What follows belongs to an exercise in optimizing a design on an open flow for small area; a production flow would make more cautious choices. Function was checked by simulation only, so behaviour that the tests miss may differ from the original. Power is estimated from default activity; no workload was simulated.

File: flow/design.v
module pcal_engine (
    input  wire        clk,
    input  wire        rst,
    input  wire [7:0]  cfg_addr,
    input  wire [1:0]  cfg_forced,
    input  wire [7:0]  cfg_retries,
    input  wire        cfg_pin_hook,
    input  wire        cmd_valid,
    output wire        cmd_ready,
    input  wire [31:0] cmd_data,
    output wire        rsp_valid,
    output wire        rsp_ok,
    output wire [15:0] rsp_value,
    output wire        tr_valid,
    output wire [1:0]  tr_kind,
    output wire [6:0]  tr_dev,
    output wire [7:0]  tr_reg,
    output wire [7:0]  tr_wdata,
    input  wire        tr_done,
    input  wire        tr_ok,
    input  wire [7:0]  tr_rdata,
    output wire        evt_valid,
    output wire        evt_global,
    output wire [7:0]  evt_id,
    output wire [3:0]  evt_pin,
    output wire        evt_state,
    output wire [15:0] evt_status
);
    localparam [4:0] S_CLR  = 5'd0,  S_IDLE = 5'd1,  S_LIST = 5'd2,  S_EXEC = 5'd3,
                     S_HPIN = 5'd4,  S_HINI = 5'd5,  S_DOF  = 5'd6,  S_DET0 = 5'd7,
                     S_DET1 = 5'd8,  S_DET2 = 5'd9,  S_POST = 5'd10, S_GATE = 5'd11,
                     S_RD   = 5'd12, S_WR   = 5'd13, S_RST  = 5'd14, S_DRD  = 5'd15,
                     S_DWR  = 5'd16, S_CBW  = 5'd17, S_HX   = 5'd18, S_EVG  = 5'd19,
                     S_EVW  = 5'd20, S_EVP  = 5'd21, S_RESP = 5'd22;
    reg [2:0]  ab;           
    reg [7:0]  retries;
    reg [1:0]  forced;
    reg        hook;
    reg [4:0]  err;          
    reg [1:0]  variant;
    reg        init;
    reg [15:0] snap;
    reg [7:0]  gcb;
    reg [7:0]  cid [0:15];   
    reg [1:0]  ced [0:15];   
    reg [3:0]  pos;
    reg [4:0]  state;
    reg [6:0]  op;
    reg        bad, pinbad;
    reg [3:0]  pn;
    reg [15:0] M, R, R2;
    reg [7:0]  att;
    reg        t6;
    reg [3:0]  tl;
    reg        rok;
    wire o_init   = op == 7'h01, o_detect = op == 7'h02, o_setret = op == 7'h03,
         o_geterr = op == 7'h04, o_clrerr = op == 7'h05, o_getvar = op == 7'h06,
         o_hasext = op == 7'h07, o_getadr = op == 7'h08, o_chaddr = op == 7'h09,
         o_rdpin  = op == 7'h13, o_rdpinl = op == 7'h14, o_tgl    = op == 7'h17,
         o_rstdef = op == 7'h1B, o_drvl   = op == 7'h27, o_drvget = op == 7'h28,
         o_intcfg = op == 7'h2C, o_intcfl = op == 7'h2D, o_intmsk = op == 7'h2E,
         o_intst  = op == 7'h2F, o_omode  = op == 7'h30, o_cbreg  = op == 7'h40,
         o_cbunrg = op == 7'h41, o_cbglob = op == 7'h42, o_handle = op == 7'h43;
    wire o_drv    = (op == 7'h26) || o_drvl;
    wire drvmode  = o_drv || o_drvget;
    wire gated    = (op[6:4] == 3'd2) || o_omode;
    wire lo_std   = (op[6:4] == 3'd1) && (op[3:0] <= 4'hB);     
    wire a_init   = o_init || lo_std || gated || o_cbreg || o_handle;
    wire a_pins   = ((op[6:4] == 3'd1) && !(op == 7'h11 || op == 7'h19 || o_rstdef)) ||
                    ((op[6:4] == 3'd2) && !(op == 7'h21 || op == 7'h24 || op == 7'h2A ||
                                            o_intmsk || o_intst)) ||
                    o_cbreg || o_cbunrg;
    wire c_rf     = (a_init && !o_init && !o_rstdef && !o_intmsk && !o_omode);
    wire c_wf     = (lo_std || gated) && !o_rdpin && !o_rdpinl && !o_drvget && !o_intst;
    wire pmod     = (op == 7'h10) || (op == 7'h15) || o_tgl || (op == 7'h18) ||
                    (op == 7'h20) || (op == 7'h23) || (op == 7'h29) || o_intcfg;
    wire merge    = (op == 7'h11) || (op == 7'h12) || (op == 7'h16) || (op == 7'h19) ||
                    (op == 7'h1A) || (op == 7'h21) || (op == 7'h22) || (op == 7'h24) ||
                    (op == 7'h25) || (op == 7'h2A) || (op == 7'h2B) || o_intcfl;
    wire single   = pmod || o_rdpin || o_drvget || o_omode;
    reg [3:0] bsel;
    always @(*) begin
        case (op)
            7'h10, 7'h11, 7'h12:          bsel = 4'b0_011;    
            7'h15, 7'h16, 7'h17:          bsel = 4'b0_001;    
            7'h18, 7'h19, 7'h1A:          bsel = 4'b0_010;    
            7'h20, 7'h21, 7'h22:          bsel = 4'b1_011;    
            7'h23, 7'h24, 7'h25:          bsel = 4'b1_100;    
            7'h29, 7'h2A, 7'h2B:          bsel = 4'b1_010;    
            7'h2C, 7'h2D, 7'h2E:          bsel = 4'b1_101;    
            7'h2F:                        bsel = 4'b1_110;    
            7'h30:                        bsel = 4'b1_111;    
            7'h26, 7'h27, 7'h28:          bsel = {3'b1_00, pn[3]};   
            7'h43:                        bsel = {4{variant == 2'd2}} & 4'b1_110;
            default:                      bsel = 4'b0_000;    
        endcase
    end
    wire tl0 = o_omode ? 1'b1 : (drvmode ? pn[2] : (single ? pn[3] : 1'b0));
    wire [7:0] ho = cmd_data[31:24];
    wire z23_16 = cmd_data[23:16] == 8'd0;
    wire z15_8  = cmd_data[15:8] == 8'd0;
    wire z7_2   = cmd_data[7:2] == 6'd0;
    wire z23_8  = z23_16 && z15_8;
    wire z23_0  = z23_8 && z7_2 && (cmd_data[1:0] == 2'd0);
    wire z15_2  = z15_8 && z7_2;
    reg  h_legal, h_list, h_p, h_m, h_n;
    always @(*) begin
        h_legal = 1'b0; h_list = 1'b0; h_p = 1'b0; h_m = 1'b0; h_n = 1'b0;
        case (ho)
            8'h01, 8'h02, 8'h04, 8'h06, 8'h07, 8'h08, 8'h1B, 8'h2F, 8'h43:
                begin h_legal = z23_0; h_n = 1'b1; end
            8'h03, 8'h09, 8'h42:
                begin h_legal = z23_8; h_n = 1'b1; end
            8'h05, 8'h2E:
                begin h_legal = z23_16; h_n = 1'b1; end
            8'h10, 8'h15, 8'h18, 8'h20, 8'h23, 8'h29, 8'h2C:
                begin h_legal = z15_2 && !cmd_data[1]; h_p = 1'b1; end
            8'h13, 8'h17, 8'h28, 8'h41:
                begin h_legal = z15_2 && (cmd_data[1:0] == 2'd0); h_p = 1'b1; end
            8'h26:
                begin h_legal = z15_2; h_p = 1'b1; end
            8'h11, 8'h19, 8'h21, 8'h24, 8'h2A:
                begin h_legal = (cmd_data[23:17] == 7'd0); h_m = 1'b1; end
            8'h12, 8'h14, 8'h16, 8'h1A, 8'h22, 8'h25, 8'h27, 8'h2B, 8'h2D:
                begin h_legal = z23_8; h_list = 1'b1; end
            8'h30:
                begin h_legal = z23_8 && z7_2; h_n = 1'b1; end
            8'h40:
                begin h_legal = z7_2 && !z15_8 && (cmd_data[1:0] != 2'd3); h_n = 1'b1; end
            default: h_n = 1'b1;
        endcase
    end
    wire h_rdread = (ho == 8'h13) || (ho == 8'h28);
    wire h_tgl    = (ho == 8'h17);
    wire h_drv    = (ho == 8'h26);
    wire h_inv    = (ho == 8'h2C);
    wire e_legal = (cmd_data[31:16] == 16'd0) && z7_2 &&
                   (o_drvl || (o_rdpinl ? (cmd_data[1:0] == 2'd0) : !cmd_data[1]));
    wire [3:0]  dpin = (state == S_LIST) ? cmd_data[11:8] : cmd_data[19:16];
    wire [15:0] dec  = 16'd1 << dpin;
    wire [1:0] q   = tl[1:0];
    wire [3:0] aq  = {|M[15:12], |M[11:8], |M[7:4], |M[3:0]};
    wire       aqq = aq[q];
    wire       s_det = (state == S_DET0) || (state == S_DET1) || (state == S_DET2);
    wire       s_wr  = (state == S_WR) || (state == S_RST) || (state == S_DWR);
    assign tr_valid = (state == S_HPIN) || (state == S_HINI) || s_det ||
                      (state == S_RD) || (state == S_WR) || (state == S_RST) ||
                      (((state == S_DRD) || (state == S_DWR)) && aqq);
    assign tr_kind  = (state == S_HPIN) ? 2'd3 : (state == S_HINI) ? 2'd2 :
                      s_wr ? 2'd1 : 2'd0;
    assign tr_dev   = {4'b0100, ab};
    assign tr_reg   = {1'b0, t6, 2'b00, tl};
    wire       tgt2 = (o_handle && !t6) || o_cbreg;
    wire [1:0] lane = drvmode ? q : {tgt2, tl[0] && !o_omode};
    reg  [7:0] lbyte;
    always @(*) begin
        case (lane)
            2'd0: lbyte = R[7:0];
            2'd1: lbyte = R[15:8];
            2'd2: lbyte = R2[7:0];
            default: lbyte = R2[15:8];
        endcase
    end
    wire [7:0] tmask = o_tgl ? (8'd1 << pn[2:0]) : 8'd0;
    wire       rsc   = !((tl[3:1] == 3'b010) || (tl == 4'hF));
    assign tr_wdata = (state == S_HPIN) ? {5'd0, ab} :
                      (state == S_RST)  ? {8{rsc}} : (lbyte ^ tmask);
    wire hook_k = (state == S_HPIN) || (state == S_HINI);
    wire fin    = tr_valid && tr_done && (hook_k || tr_ok || s_det || (att == retries));
    wire rd_ok  = fin && tr_ok;
    reg [15:0] keepR, keepR2;
    integer k;
    always @(*) begin
        for (k = 0; k < 16; k = k + 1) begin
            keepR[k]  = drvmode ? M[k >> 1] : M[k];
            keepR2[k] = drvmode && M[8 + (k >> 1)];
        end
    end
    wire a0 = |{R2[14], R2[12], R2[10], R2[8], R2[6], R2[4], R2[2], R2[0],
                R[14],  R[12],  R[10],  R[8],  R[6],  R[4],  R[2],  R[0]};
    wire a1 = |{R2[15], R2[13], R2[11], R2[9], R2[7], R2[5], R2[3], R2[1],
                R[15],  R[13],  R[11],  R[9],  R[7],  R[5],  R[3],  R[1]};
    wire [1:0] hed  = ced[0];
    wire       cur_b = R2[pos];
    wire       chg   = snap[pos] ^ cur_b;
    wire       fire  = R[pos] && chg &&
                       ((hed == 2'd2) || ((hed == 2'd0) && cur_b) || ((hed == 2'd1) && !cur_b));
    assign cmd_ready  = (state == S_IDLE) || (state == S_LIST);
    assign rsp_valid  = (state == S_RESP);
    assign rsp_ok     = rok;
    assign rsp_value  = R;
    assign evt_valid  = ((state == S_EVG) && (gcb != 8'd0)) || ((state == S_EVP) && fire);
    assign evt_global = (state == S_EVG);
    assign evt_id     = (state == S_EVG) ? gcb : cid[0];
    assign evt_pin    = pos;
    assign evt_state  = cur_b;
    assign evt_status = R;
    wire ring_wr = (state == S_CLR) || ((state == S_CBW) && (pos == pn));
    wire [1:0] ring_ed = R[1:0] | {2{(state == S_CLR) || o_cbunrg}};
    integer i;
    always @(posedge clk) begin
        for (i = 0; i < 15; i = i + 1) begin
            cid[i] <= cid[i + 1];
            ced[i] <= ced[i + 1];
        end
        cid[15] <= ring_wr ? R[15:8] : cid[0];
        ced[15] <= ring_wr ? ring_ed : ced[0];
        pos     <= rst ? 4'd0 : pos + 4'd1;
    end
    wire [7:0] caddr = (cfg_addr < 8'h20) ? 8'h20 : (cfg_addr > 8'h27) ? 8'h27 : cfg_addr;
    wire [4:0] clrset = {1'b0, gated, c_wf, c_rf, a_pins};
    always @(posedge clk) begin
        if (rst) begin
            ab      <= caddr[2:0];
            retries <= cfg_retries;
            forced  <= cfg_forced;
            hook    <= cfg_pin_hook;
            err     <= 5'd0;
            variant <= 2'd0;
            init    <= 1'b0;
            snap    <= 16'd0;
            gcb     <= 8'd0;
            state   <= S_CLR;
        end else begin
            if (tr_valid && tr_done) begin
                att <= fin ? 8'd0 : att + 8'd1;
                if (fin && !hook_k) begin
                    if (s_wr) err[2] <= !tr_ok;
                    else      err[1] <= !tr_ok;
                end
            end
            if (rd_ok && ((state == S_RD) || (state == S_DRD))) begin
                for (k = 0; k < 16; k = k + 1) begin
                    if ((lane == {1'b0, k[3]}) && !keepR[k])  R[k]  <= tr_rdata[k & 7];
                    if ((lane == {1'b1, k[3]}) && !keepR2[k]) R2[k] <= tr_rdata[k & 7];
                end
            end
            case (state)
            S_CLR: if (pos == 4'd15) state <= S_IDLE;
            S_IDLE: if (cmd_valid) begin
                op     <= cmd_data[30:24];
                bad    <= !h_legal || cmd_data[31];
                pinbad <= |cmd_data[23:20];
                pn     <= cmd_data[19:16];
                att    <= ~cmd_data[7:0];
                for (k = 0; k < 16; k = k + 1) begin
                    if (h_p)      M[k] <= dec[k] ? !(h_rdread || h_tgl) : h_rdread;
                    else if (h_m) M[k] <= cmd_data[k];
                    else          M[k] <= h_list && (ho == 8'h14);
                    if (h_p)      R[k] <= h_drv ? cmd_data[k & 1] : (cmd_data[0] ^ h_inv);
                    else if (h_m) R[k] <= cmd_data[16];
                    else if (h_n) R[k] <= cmd_data[k];
                    else          R[k] <= 1'b0;
                    R2[k] <= cmd_data[k & 1];
                end
                state <= (h_list && (cmd_data[7:0] != 8'd0)) ? S_LIST : S_EXEC;
            end
            S_LIST: if (cmd_valid) begin
                if (!e_legal)          bad    <= 1'b1;
                if (|cmd_data[15:12])  pinbad <= 1'b1;
                for (k = 0; k < 16; k = k + 1) begin
                    if (dec[k]) M[k] <= !o_rdpinl;
                    if (o_drvl ? dec[k >> 1] : dec[k])
                        R[k] <= o_drvl ? cmd_data[k & 1] : (cmd_data[0] ^ o_intcfl);
                    if (o_drvl && dec[8 + (k >> 1)])
                        R2[k] <= cmd_data[k & 1];
                end
                att <= att + 8'd1;
                if (att == 8'hFE) state <= S_EXEC;
            end
            S_EXEC: begin
                att <= 8'd0;
                if (bad) begin
                    rok <= 1'b0; R <= 16'd0; state <= S_RESP;
                end else if (a_pins && pinbad) begin
                    err[0] <= 1'b1;
                    rok <= 1'b0; R <= 16'd0; state <= S_RESP;
                end else if (o_chaddr) begin
                    if (R[7:3] != 5'b00100) begin
                        err[4] <= 1'b1;
                        rok <= 1'b0; R <= 16'd0; state <= S_RESP;
                    end else begin
                        err[4]  <= 1'b0;
                        ab      <= R[2:0];
                        init    <= 1'b0;
                        variant <= 2'd0;
                        state   <= hook ? S_HPIN : S_HINI;
                    end
                end else if (o_detect && init) begin
                    state <= S_DOF;
                end else if ((a_init || o_detect) && !init) begin
                    state <= hook ? S_HPIN : S_HINI;
                end else begin
                    state <= S_GATE;
                end
            end
            S_HPIN: if (fin) state <= S_HINI;
            S_HINI: if (fin) begin
                if (tr_ok) state <= S_DOF;
                else begin rok <= 1'b0; R <= 16'd0; state <= S_RESP; end
            end
            S_DOF: begin
                t6 <= 1'b0; tl <= 4'd0;
                if (forced != 2'd0) begin
                    variant <= forced;
                    state   <= S_POST;
                end else
                    state   <= S_DET0;
            end
            S_DET0: if (fin) begin
                if (tr_ok) begin t6 <= 1'b1; state <= S_DET1; end
                else begin variant <= 2'd0; state <= S_POST; end
            end
            S_DET1: if (fin) begin
                variant <= tr_ok ? 2'd2 : 2'd1;
                t6      <= 1'b0;
                state   <= S_DET2;
            end
            S_DET2: if (fin) begin
                if (!tr_ok) variant <= 2'd0;
                state <= S_POST;
            end
            S_POST: begin
                init <= 1'b1;
                if (o_detect) begin
                    rok <= (variant != 2'd0); R <= {14'd0, variant}; state <= S_RESP;
                end else if (o_init || o_chaddr) begin
                    rok <= 1'b1; R <= 16'd0; state <= S_RESP;
                end else
                    state <= S_GATE;
            end
            S_GATE: begin
                if (gated && variant != 2'd2) begin
                    err[3] <= 1'b1;
                    rok <= 1'b0; R <= 16'd0; state <= S_RESP;
                end else begin
                    err <= err & ~clrset;
                    rok <= 1'b1;
                    t6  <= bsel[3];
                    tl  <= {bsel[2:0], tl0};
                    if (pmod || merge || o_rdpin || o_rdpinl || o_drvget || o_intst || o_handle)
                        state <= S_RD;
                    else if (o_intmsk || o_omode)
                        state <= S_WR;
                    else if (o_rstdef) begin
                        t6 <= 1'b0; tl <= 4'd2; state <= S_RST;
                    end else if (o_drv) begin
                        tl <= 4'd0; state <= S_DRD;
                    end else if (o_cbreg || o_cbunrg)
                        state <= S_CBW;
                    else begin
                        state <= S_RESP;
                        R <= 16'd0;
                        if (o_setret) retries <= R[7:0];
                        if (o_geterr) R[5:0] <= {err[4:1], 1'b0, err[0]};
                        if (o_clrerr) err <= err & ~{R[5:2], R[0]};
                        if (o_getvar) R[1:0] <= variant;
                        if (o_hasext) R[0] <= (variant == 2'd2);
                        if (o_getadr) R[6:0] <= {4'b0100, ab};
                        if (o_cbglob) gcb <= R[7:0];
                    end
                end
            end
            S_RD: if (fin) begin
                if (!tr_ok) begin
                    rok <= 1'b0; R <= 16'd0; state <= S_RESP;
                end else if (!single && !tl[0]) begin
                    tl[0] <= 1'b1;
                end else if (pmod) begin
                    state <= S_WR;
                end else if (merge) begin
                    tl[0] <= 1'b0; state <= S_WR;
                end else if (o_rdpin || o_drvget) begin
                    state <= S_HX;
                end else if (o_handle) begin
                    if (t6) begin t6 <= 1'b0; tl <= 4'd0; end
                    else state <= S_HX;
                end else begin
                    if (o_cbreg) R <= 16'd0;
                    state <= S_RESP;       
                end
            end
            S_WR: if (fin) begin
                if (!tr_ok) begin
                    rok <= 1'b0; R <= 16'd0; state <= S_RESP;
                end else if (!single && !tl[0]) begin
                    tl[0] <= 1'b1;
                end else begin
                    R <= 16'd0; state <= S_RESP;
                end
            end
            S_RST: if (fin) begin
                if (!tr_ok) begin
                    rok <= 1'b0; R <= 16'd0; state <= S_RESP;
                end else if ((!t6 && tl == 4'd7 && variant != 2'd2) || (t6 && tl == 4'hF)) begin
                    R <= 16'd0; state <= S_RESP;
                end else if (!t6 && tl == 4'd7) begin
                    t6 <= 1'b1; tl <= 4'd0;
                end else if (tl == 4'hB) begin
                    tl <= 4'hF;
                end else
                    tl <= tl + 4'd1;
            end
            S_DRD: if (!aqq || fin) begin
                if (aqq && !tr_ok) begin
                    rok <= 1'b0; R <= 16'd0; state <= S_RESP;
                end else begin
                    tl[1:0] <= q + 2'd1;
                    if (q == 2'd3) state <= S_DWR;
                end
            end
            S_DWR: if (!aqq || fin) begin
                if (aqq && !tr_ok) begin
                    rok <= 1'b0; R <= 16'd0; state <= S_RESP;
                end else begin
                    tl[1:0] <= q + 2'd1;
                    if (q == 2'd3) begin R <= 16'd0; state <= S_RESP; end
                end
            end
            S_CBW: if (pos == pn) begin
                if (o_cbreg) begin
                    t6 <= 1'b0; tl <= 4'd0; state <= S_RD;
                end else begin
                    R <= 16'd0; state <= S_RESP;
                end
            end
            S_HX: begin
                if (!o_handle) begin
                    R <= {14'd0, a1 && o_drvget, o_drvget ? a0 : (a0 || a1)};
                    state <= S_RESP;
                end else begin
                    if (variant != 2'd2) R <= R2 ^ snap;
                    state <= S_EVG;
                end
            end
            S_EVG: state <= S_EVW;
            S_EVW: if (pos == 4'd15) state <= S_EVP;
            S_EVP: if (pos == 4'd15) state <= S_RESP;
            S_RESP: begin
                if (rok && (o_cbreg || o_handle)) snap <= R2;
                state <= S_IDLE;
            end
            default: state <= S_IDLE;
            endcase
        end
    end
endmodule
File: flow/run.sh
#!/bin/bash
# synth_recipe.tcl (not shown) runs the flow's synth.tcl, then flattens the netlist and writes it again
# the make line also repeats each setting of config.mk as NAME=value (left out here)
make -C /OpenROAD-flow-scripts/flow DESIGN_CONFIG=/design/flow/config.mk WORK_HOME=/design/flow/orfs CLKGATE_MAP_FILE= SYNTH_SCRIPT=/design/flow/synth_recipe.tcl finish
File: flow/constraint.sdc
create_clock -name core_clock -period 8.0 [get_ports {clk}]
set_input_delay 1.6000 -clock core_clock [delete_from_list [all_inputs] [get_ports {clk}]]
set_output_delay 1.6000 -clock core_clock [all_outputs]
set_load 0.01 [all_outputs]
File: flow/config.mk
export PLATFORM = sky130hd
export DESIGN_NAME = pcal_engine
export DESIGN_NICKNAME = pcal_engine
export VERILOG_FILES = /design/flow/design.v
export SDC_FILE = /design/flow/constraint.sdc
export NUM_CORES = 4
export LEC_CHECK = 0
export CAP_MARGIN = 20
export CORE_MARGIN = 2
export CORE_UTILIZATION = 40
export PLACE_DENSITY = 0.6
export SLEW_MARGIN = 20
==> run summary <==
-- synthesized netlist by cell type, types with 9 or more instances --
library cell,count,share of area [%]
sky130_fd_sc_hd__buf_2,12,0.38
sky130_fd_sc_hd__a221oi_1,14,0.78
sky130_fd_sc_hd__inv_1,21,0.50
sky130_fd_sc_hd__mux4_2,15,2.1
sky130_fd_sc_hd__a221o_1,19,1.2
sky130_fd_sc_hd__nor2b_1,26,1.0
sky130_fd_sc_hd__mux2_2,30,2.1
sky130_fd_sc_hd__a21o_1,12,0.57
sky130_fd_sc_hd__nor4_1,29,1.2
sky130_fd_sc_hd__buf_4,25,1.2
sky130_fd_sc_hd__nor3_1,53,1.7
sky130_fd_sc_hd__nand3_1,41,1.3
sky130_fd_sc_hd__o21ai_1,12,0.38
sky130_fd_sc_hd__nor2_1,199,4.8
sky130_fd_sc_hd__nand3b_1,10,0.48
sky130_fd_sc_hd__nand2b_1,24,0.96
sky130_fd_sc_hd__clkbuf_1,90,2.1
sky130_fd_sc_hd__or3_1,13,0.52
sky130_fd_sc_hd__nand4_1,13,0.52
sky130_fd_sc_hd__dfxtp_1,201,26
sky130_fd_sc_hd__o21ai_0,104,3.3
sky130_fd_sc_hd__xnor2_1,19,1.1
sky130_fd_sc_hd__o22ai_1,31,1.2
sky130_fd_sc_hd__edfxtp_1,89,17
sky130_fd_sc_hd__a31oi_1,24,0.96
sky130_fd_sc_hd__buf_1,15,0.36
sky130_fd_sc_hd__nand2_1,191,4.6
sky130_fd_sc_hd__mux2i_1,74,4.7
sky130_fd_sc_hd__nor3b_1,11,0.53
sky130_fd_sc_hd__a21oi_1,140,4.5
sky130_fd_sc_hd__a22oi_1,9,0.43
sky130_fd_sc_hd__a211oi_1,20,0.96
sky130_fd_sc_hd__xor2_1,35,1.9
-- area by class of cell --
cell class                      count  area (sq um)
Sequential cell                   290          6698
Fill cell                        3766         20370
Clock buffer                       45         889.6
Inverter                           21         78.83
Clock inverter                     13         142.6
Timing Repair Buffer              171          1609
Tap cell                          518         648.1
Multi-Input combinational cell   1333          8295
Antenna cell                        1         2.502
-- per-layer routing --
metal	vias to the layer above	routed length [microns]	track usage, %
met5	-	13	0
met4	2	2874	12.62
met3	182	6855	6.498
met2	972	25270	42.51
met1	7181	25760	41.71
li1	6695	-	-
-- power breakdown --
group	switching [mW]	internal [mW]	leakage, nW
combinational	0.154	0.127	3.69
sequential	0.0529	1.57	2.51
clock	0.622	0.841	0.509
total	0.829	2.54	6.71
-- registers in the layout, indices dropped and copies added (netlist names), 7 cells and up --
signal and count:
ced 32, gcb 8, att 8, R 16, cid 128, op 7
M 16, retries 8, snap 16, R2 16
-- final timing paths --
kind / cells after the start / startpoint / to
worst max-delay path: 8 / op[2] / tr_wdata[1]
worst min-delay path: 0 / ced[10][1] / ced[9][1]
worst max register to register: 8 / op[0] / R[13]
worst min register to register: 0 / ced[10][1] / ced[9][1]
-- per-stage QoR --
| stage | hold slack [ps] | area [sq um] | utilization (%) |
|---|---|---|---|
| detailed placement | 312.1 | 17330 | 44.73 |
| CTS | 324.6 | 18360 | 47.40 |
| finish | 322.4 | 18360 | 47.41 |
| floorplan | 309.6 | 15740 | - |
| global route | 327.1 | 18360 | 47.40 |
| global placement | 309.7 | 17330 | 44.73 |
-- cell families after synthesis --
| kind of cell | after synthesis | synth area share [%] |
|---|---|---|
| buf+inv | 168 | 4.903 |
| mux | 119 | 9.010 |
| compound gates | 483 | 19.77 |
| fa+ha+maj | 4 | 0.3184 |
| simple gates | 666 | 20.34 |
| flops | 290 | 42.60 |
| xor+xnor | 54 | 3.009 |
| other cells | 2 | 0.04777 |
==> flow_summary.yaml <==
run_status:
  outcome: "complete, no violations"
drt:
  drt-vias-per-instance: 6.284
  antenna_violating_nets_post_route: 0
  drc_markers: 0
  drt_pre_antenna_iters: 7
  via_count: 15032
  drt_iter0_drc: 1797
  post_drt_wl_per_cell_microns: 25.41
  postRouteWirelength_mm: 60.78
floorplanning:
  die-area_sq_um: 40900
  floorplan.die.width_microns: 202.2
  initial_core_util_pct: 40.58
  coreArea_sq_um: 38740
  design.portCount: 140
  num_rows: 72
  chipHeight_microns: 202.2
critical_path:
  cp_required_ps: 6400
  crit_path_buffers_inverters: 1
  critPathMostFrequentCell: "sky130_fd_sc_hd__o21ai_0"
  setup.worst_path.start_class: "register"
  crit_chain: "nor4b_1 -> a21o_1 -> mux2_2 -> o21ai_0 -> xor2_1 -> nor2_1 -> o21ai_0 -> clkdlybuf4s50_1"
  cpMaxStageDelayCell: "sky130_fd_sc_hd__nor4b_1"
  cp-end-kind: "output port"
  reg_to_reg_slack_setup_ps: 3350
  crit_family: "compound AO/OA/AOI/OAI gates"
  worst_ep_arrival_time_ps: 4550
  cp_max_fo: 27
  largest_stage_delay_worst_path_ps: 760
  crit_type: "reg2out"
sta:
  fin_crit_ps: 6148
  period_share_pct: 76.85
  worst_slew_pin_slew_ps: 1199
  fin_setup_tns_ps: 0
  slew_headroom_pct: 19.34
  worst_slack_ps: 1852
  finalSetupViolations: 0
  skew_ps: 28.21
  grt_setup_unrepaired: "no"
  drv_slew: 0
  fmaxAchievable_mhz: 162.7
  report.final.hold_viol_count: 0
yosys:
  synth_top_flop_cell: "sky130_fd_sc_hd__dfxtp_1"
  synth_async_sr_flop_share_pct: 0
  syn-cell-area_sq_um: 15720
  netlist_instances: 1786
  synth_enable_flop_cells: 89
  ys_types: 85
  number_of_warnings_printed_during_yosys_synthesis: 3
  synth.ff_latch_count: 290
  syn_area_per_cell_sq_um: 8.802
  yosysSeqAreaShare_pct: 42.60
clock_tree:
  path_clk_slew_ps: 60
  post_cts_hold_buffer_count: 0
  cts_resized: 0
  cts_tree: "yes"
  number_of_buffers_between_clock_root_and_the_deepest_sink: 3
  clk-insertion-delay-late_ps: 610
  cts_setup_buffers: 0
  numClockSinks: 290
  htree_num_levels: 1
  cts_root_buffer: "sky130_fd_sc_hd__clkbuf_16"
  cts_made_buffers: 31
placed_design:
  dp.final_hpwl_mm: 44.20
  post-place-cells: 2333
  io_buffer_count: 132
  gp_congestion: 1.009
  pre_cts_ws_ps: 2441
pwr:
  max-vdd-ir-drop_mv: 0.1664
  leakage_power_total_nw: 6.711
  total_power_mw: 3.371
  cellPowerDensity_nw_per_um2: 183.5
global_route:
  grt_start_max_net_pins: 54
  total_global_routing_overflow: 0
  grt_usage_pct: 29.29
  wire_length_of_the_first_global_routing_pass_mm: 91.59
  grt_pass1_vias: 14220
  number_of_antenna_violations_at_the_first_check_in_global_routing: 3
flow_run:
  max_cap_violations: 0
finish:
  layout.cells.non_filler: 2392
  commonest_non_fill_non_tap_cell_in_the_layout: "sky130_fd_sc_hd__dfxtp_1"
  layout-drive-gt1-share_pct: 8.703
  final_nets: 1916
  layout.cells.most_common_list: "sky130_fd_sc_hd__dfxtp_1 (200), sky130_fd_sc_hd__nor2_1 (198), sky130_fd_sc_hd__nand2_1 (191), sky130_fd_sc_hd__a21oi_1 (139), sky130_fd_sc_hd__clkdlybuf4s50_1 (131)"
  area.growth.synth_to_final_pct: 16.82
hold_path:
  holdCritPathClass: "reg2reg"

re-timing with driven ports:
The results above use ideal ports. As a check the final layout listed here was re-extracted and re-timed, cells and wires unchanged.
Step 1 sets driving cells, clkbuf_16 on the clock port and buf_2 on the other inputs (assumed; they add their load-dependent delay and slew).
Step 2 moves the port delays by t, midway between the first and last clock arrival at a register: inputs arrive t later, outputs are due t later. That takes back most of the time a late clock gives input paths.
Three values: no drivers, after step 1, after step 2; two values: the first two.
t, ns: 0.655
setup slack, ns: 1.852 / 1.795 / 2.335
worst register clock-pin slew, ns: 0.07 / 0.07
pins driven straight from the clock port: 1
After both steps setup and hold are still met in this run. The setup slack of this run moves by -0.057 ns with the drivers and by +0.483 ns with both steps.
